What follows belongs to an exercise in optimizing a design on an open flow for small area; a production flow would make more cautious choices.

## middle
Design dtmf_td, start of the top module:
module dtmf_td (
    input  wire        clk,
    input  wire        rst,
    input  wire        s_valid,
    output wire        s_ready,
    input  wire [15:0] s_data,
    input  wire        s_last,
    input  wire [31:0] s_now,
    input  wire [63:0] cfg_thr,
    input  wire [31:0] cfg_min_hold,
    output wire        res_valid,
    output wire        res_hit,
    output wire [3:0]  res_digit,
    output reg  [63:0] res_best,
    output wire        evt_valid,
    output wire [31:0] evt_duration,
    output wire [31:0] evt_timestamp
);
Settings: LEC_CHECK=0, CAP_MARGIN=20, CORE_MARGIN=2, CORE_UTILIZATION=40, CTS_BUF_LIST=sky130_fd_sc_hd__clkbuf_4, SLEW_MARGIN=20; clock period 25.0 ns.
standard.sh (not shown) runs the stock make flow with config.mk's settings and CLKGATE_MAP_FILE= SYNTH_SCRIPT=/design/flow/synth_recipe.tcl, a recipe that flattens the netlist after the stock synthesis.
==> flow/flow/run.sh <==
#!/bin/bash
# The standard layout, with two changes to how it is made:
#  - ports are buffered with the smallest buffer (sky130_fd_sc_hd__buf_1);
#  - clock tree synthesis inserts no dummy loads.
set -euo pipefail
export BUFFER_PORTS_ARGS="-buffer_cell sky130_fd_sc_hd__buf_1"
export CTS_ARGS="-sink_clustering_enable -repair_clock_nets -dont_use_dummy_load"
bash standard.sh > standard.log 2>&1
middle: flow completed, timing, DRC and antenna clean
## Diff of input files: north against middle
- CORE_UTILIZATION now 60, was 40
- CTS_BUF_LIST now sky130_fd_sc_hd__clkbuf_2 sky130_fd_sc_hd__clkbuf_4 sky130_fd_sc_hd__clkbuf_8, was sky130_fd_sc_hd__clkbuf_4
### Flow results
- north vs middle: relative max-transition margin down
- Taking middle as the reference, in north non-clock buffer area fraction after layout held; vias after detailed routing went up 876; post-synthesis to final-layout area growth went down 1.4 points; clock skew went up 0.0033 ns.
- Looking at number of search-and-repair iterations in the first detailed-routing pass, north sits above middle.
- Between middle and north, achievable frequency decreased.
- Number of nets at the end of the flow of north is on par with middle.
- NOTE routed wire length middle->north increased slightly
No functional check of the RTL was part of any run of this note.

---

Setup of delta:
dtmf_td again, from the RTL that the note above started with.
## dtmf_td
module dtmf_td (
    input  wire        clk,
    input  wire        rst,
    input  wire        s_valid,
    output wire        s_ready,
    input  wire [15:0] s_data,
    input  wire        s_last,
    input  wire [31:0] s_now,
    input  wire [63:0] cfg_thr,
    input  wire [31:0] cfg_min_hold,
    output wire        res_valid,
    output wire        res_hit,
    output wire [3:0]  res_digit,
    output reg  [63:0] res_best,
    output wire        evt_valid,
    output wire [31:0] evt_duration,
    output wire [31:0] evt_timestamp
);
clock: 25.0 ns
lec_check: 0
cap_margin: 20
core_margin: 2
core_utilization: 40
slew_margin: 20
run.sh (not shown) runs the stock make flow with config.mk's settings and CLKGATE_MAP_FILE= SYNTH_SCRIPT=/design/flow/synth_recipe.tcl, a recipe that flattens the netlist after the stock synthesis.
Stock flow here: none of the scripts above is used.
delta did not stop at any stage, and its layout met the timing, design-rule and antenna checks.
What beta does differently from delta at the input level:
==> flow/flow/run.sh (new file) <==
#!/bin/bash
# The standard layout, with two changes to how it is made:
#  - ports are buffered with the smallest buffer (sky130_fd_sc_hd__buf_1);
#  - clock tree synthesis inserts no dummy loads.
set -euo pipefail
export BUFFER_PORTS_ARGS="-buffer_cell sky130_fd_sc_hd__buf_1"
export CTS_ARGS="-sink_clustering_enable -repair_clock_nets -dont_use_dummy_load"
bash standard.sh > standard.log 2>&1
==> flow/standard.sh (new file) <==
#!/bin/bash
# synth_recipe.tcl (not shown) runs the flow's synth.tcl, then flattens the netlist and writes it again
# the make line also repeats each setting of config.mk as NAME=value (left out here)
make -C /OpenROAD-flow-scripts/flow DESIGN_CONFIG=/design/flow/config.mk WORK_HOME=/design/flow/orfs CLKGATE_MAP_FILE= SYNTH_SCRIPT=/design/flow/synth_recipe.tcl "${@:-finish}"
removed: flow/run.sh
==> results.txt <==
beta vs. delta: sequential share of layout area now sits higher, final cell utilization of the core decreased by 2.8 points relative to the old numbers.
Delta (beta minus delta): cell area after layout down 5.9%, non-clock buffer count down 2, worst-case clock skew up 0.035 ns.
Cmp beta and delta / worst setup slack / higher: beta
Of beta and delta, the run reporting the higher share of cells above drive strength 1 was delta.
Diff delta -> beta: worst slack at placement now larger; clock insertion delay at the later pin of the skew report comparable.
No run of this note included a check of the RTL's function; only the layout flow was run.

static timing again, ports no longer ideal:
The flow's constraints put no driver on any port. The routed layouts listed below were extracted and timed again, unchanged, in two steps. Step 1: set_driving_cell puts a clkbuf_16 on clk and a buf_2 on each other input, an assumption about the parent block. Step 2 also shifts input and output timing later by t, the mid clock arrival at the registers, as if the neighbouring blocks saw the same clock. a / b / c = ideal / step 1 / step 2; a / b = the first two.
| run | t (ns) | setup slack, ns | hold WS [ns] | latest minus earliest clock arrival (ns) | worst slew at a driven data input, ns |
|---|---|---|---|---|---|
| middle | 0.603 | 5.655 / 5.597 / 5.929 | 0.276 / 0.276 / 0.276 | 0.059 / 0.059 | 0.07 |
| north | 0.625 | 5.553 / 5.488 / 5.682 | 0.295 / 0.295 / 0.295 | 0.062 / 0.061 | 0.07 |
| delta | 0.631 | 5.282 / 5.221 / 5.851 | 0.318 / 0.318 / 0.318 | 0.022 / 0.023 | 0.08 |
| beta | 0.603 | 5.655 / 5.597 / 5.929 | 0.276 / 0.276 / 0.276 | 0.059 / 0.059 | 0.07 |
After both steps every run listed still meets setup and hold.
